Background: an optimization exercise with open tools, aiming at small area. Do not read the settings as production practice. The RTL was checked by simulation tests, not by an equivalence proof against the original design. Power figures rest on the tool's default switching activity, not on a simulated workload. The clock port is modelled as an ideal driver; clocking choices that lean on that would not hold on a real chip.

Design marlin_codec, start of the top module:
module marlin_codec (
    input  wire        clk,
    input  wire        rst,
    input  wire        rx_valid,
    input  wire [7:0]  rx_byte,
    output wire        rx_result,
    output reg  [3:0]  rx_status,
    output wire [1:0]  msg_kind,
    output wire [15:0] msg_addr,
    output wire [7:0]  msg_bytelen,
    input  wire [7:0]  msg_idx,
    output wire [15:0] msg_word,
    input  wire        tx_req_valid,
    output wire        tx_req_ready,
    input  wire [1:0]  tx_cmd,
    input  wire [15:0] tx_addr,
    input  wire [1:0]  tx_ptype,
    input  wire [31:0] tx_data,
    input  wire        tx_wide,
    input  wire        tx_signed,
    input  wire [8:0]  tx_text_len,
    output wire [7:0]  txt_idx,
    input  wire [7:0]  txt_byte,
    output wire        tx_out_valid,
    input  wire        tx_out_ready,
    output reg  [7:0]  tx_out_byte,
    output reg  [1:0]  tx_status
);
export LEC_CHECK = 0
export CAP_MARGIN = 20
export CORE_MARGIN = 2
export CORE_UTILIZATION = 66
export GPL_TIMING_DRIVEN = 0
export PLACE_DENSITY = 0.72
export SLEW_MARGIN = 20
export SYNTH_HIERARCHICAL = 1
create_clock -name core_clock -period 20.0 [get_ports {clk}]
standard.sh (not shown) runs the stock make flow with config.mk's settings and CLKGATE_MAP_FILE= SYNTH_SCRIPT=/design/flow/synth_recipe.tcl, a recipe that flattens the netlist after the stock synthesis.
==> flow/flow/run.sh <==
#!/bin/bash
# Standard ORFS layout with small port buffers and a clock tree without dummy loads.
set -euo pipefail
export BUFFER_PORTS_ARGS="-buffer_cell sky130_fd_sc_hd__buf_1"
export CTS_ARGS="-sink_clustering_enable -repair_clock_nets -dont_use_dummy_load -buf_list sky130_fd_sc_hd__clkbuf_16 -sink_clustering_size 30 -sink_clustering_max_diameter 80"
bash standard.sh > standard.log 2>&1
The starting point produced a clean layout.
==> next run, changes <==
Settings changed: CORE_UTILIZATION 66 to 62, GPL_TIMING_DRIVEN 0 to unset, PLACE_DENSITY 0.72 to 0.68.
- area after synthesis is unchanged
- worst setup slack improved by 0.76 ns
- sequential share of layout area came out higher by 0.88 points
- clock power rises by about 3%
- design area came out lower by 1.3%
- die area rises by 6.3%
- total power is about the same
- register-to-register slack degrades by 0.24 ns
- clock skew rises by 0.0035 ns
==> next run, changes <==
Settings changed: CAP_MARGIN 20 to 10, PLACE_DENSITY 0.68 to 0.75, SLEW_MARGIN 20 to 10.
The new run went through all stages and came out clean.
Critical path depth shrinks by 3.
Global-route usage shrinks by 0.71 points.
Routed wire length shrinks by a few percent.
Final area shrinks slightly.
Die area is unchanged.
==> next run, changes <==
==> flow/flow/run.sh (replaced) <==
#!/bin/bash
# Standard ORFS layout with small port buffers and a clock tree without dummy loads.
set -euo pipefail
export BUFFER_PORTS_ARGS="-buffer_cell sky130_fd_sc_hd__buf_1"
export CTS_ARGS="-sink_clustering_enable -repair_clock_nets -dont_use_dummy_load -buf_list sky130_fd_sc_hd__clkbuf_16 -sink_clustering_size 33 -sink_clustering_max_diameter 80"
bash standard.sh > standard.log 2>&1
Settings changed: CORE_UTILIZATION 62 to 58, PLACE_DENSITY 0.75 to 0.65.
=> The changed run completed without violations. Die area came out higher by 6.8%. Clock-buffer cell count came out higher by 1. Cell count came out higher by 0.99%. Design area came out higher by about 0.3%. Fmax came out lower by about 2.1%. Routed wire length came out higher by 4.3%. Via count came out higher by 0.31%. Setup slack loses 0.27 ns. Synthesized area stays the same.
==> next run, changes <==
==> flow/flow/run.sh (replaced) <==
#!/bin/bash
# Standard ORFS layout with small port buffers and a clock tree without dummy loads.
set -euo pipefail
export BUFFER_PORTS_ARGS="-buffer_cell sky130_fd_sc_hd__buf_1"
export CTS_ARGS="-sink_clustering_enable -repair_clock_nets -dont_use_dummy_load -buf_list sky130_fd_sc_hd__clkbuf_16 -sink_clustering_size 36 -sink_clustering_max_diameter 90"
bash standard.sh > standard.log 2>&1
Settings changed: CORE_UTILIZATION 58 to 62, PLACE_DENSITY 0.65 to 0.68.
Result: The changed run finished with timing, DRC and antenna clean. Wire length went down slightly. Hold slack gains 0.0046 ns. Critical path depth drops by 1. Setup slack improved by 0.13 ns. Total power went down by a few percent.

what the ideal ports hide:
The flow's constraints put no driver on any port. The routed layouts listed below were extracted and timed again, unchanged, in two steps.
Step 1, drivers: a clkbuf_16 drives clk and a buf_2 each remaining input, both assumed.
Step 2 moves the port delays by t, midway between the first and last clock arrival at a register: inputs arrive t later, outputs are due t later. That takes back most of the time a late clock gives input paths.
Three values: ideal ports, drivers, drivers and shift; two values: the first two.
run	t (ns)	slack for setup (ns)	worst hold slack (ns)	latest minus earliest clock arrival (ns)	worst data-port slew with drivers (ns)
the first run	0.641	6.992 / 6.965 / 6.965	0.471 / 0.471 / 0.471	0.054 / 0.054	0.06
the second run	0.637	7.750 / 7.691 / 7.691	0.487 / 0.487 / 0.487	0.066 / 0.067	0.07
the third run	0.641	7.729 / 7.691 / 7.691	0.478 / 0.478 / 0.478	0.055 / 0.056	0.07
the fourth run	0.653	7.460 / 7.378 / 7.378	0.484 / 0.484 / 0.484	0.048 / 0.048	0.08
the fifth run	0.618	7.591 / 7.564 / 7.564	0.488 / 0.488 / 0.488	0.130 / 0.130	0.08
After both steps setup and hold are still met in every run listed. For the fourth run, which loses most, drivers alone change the setup slack by -0.082 ns; drivers and shift together by -0.082 ns.
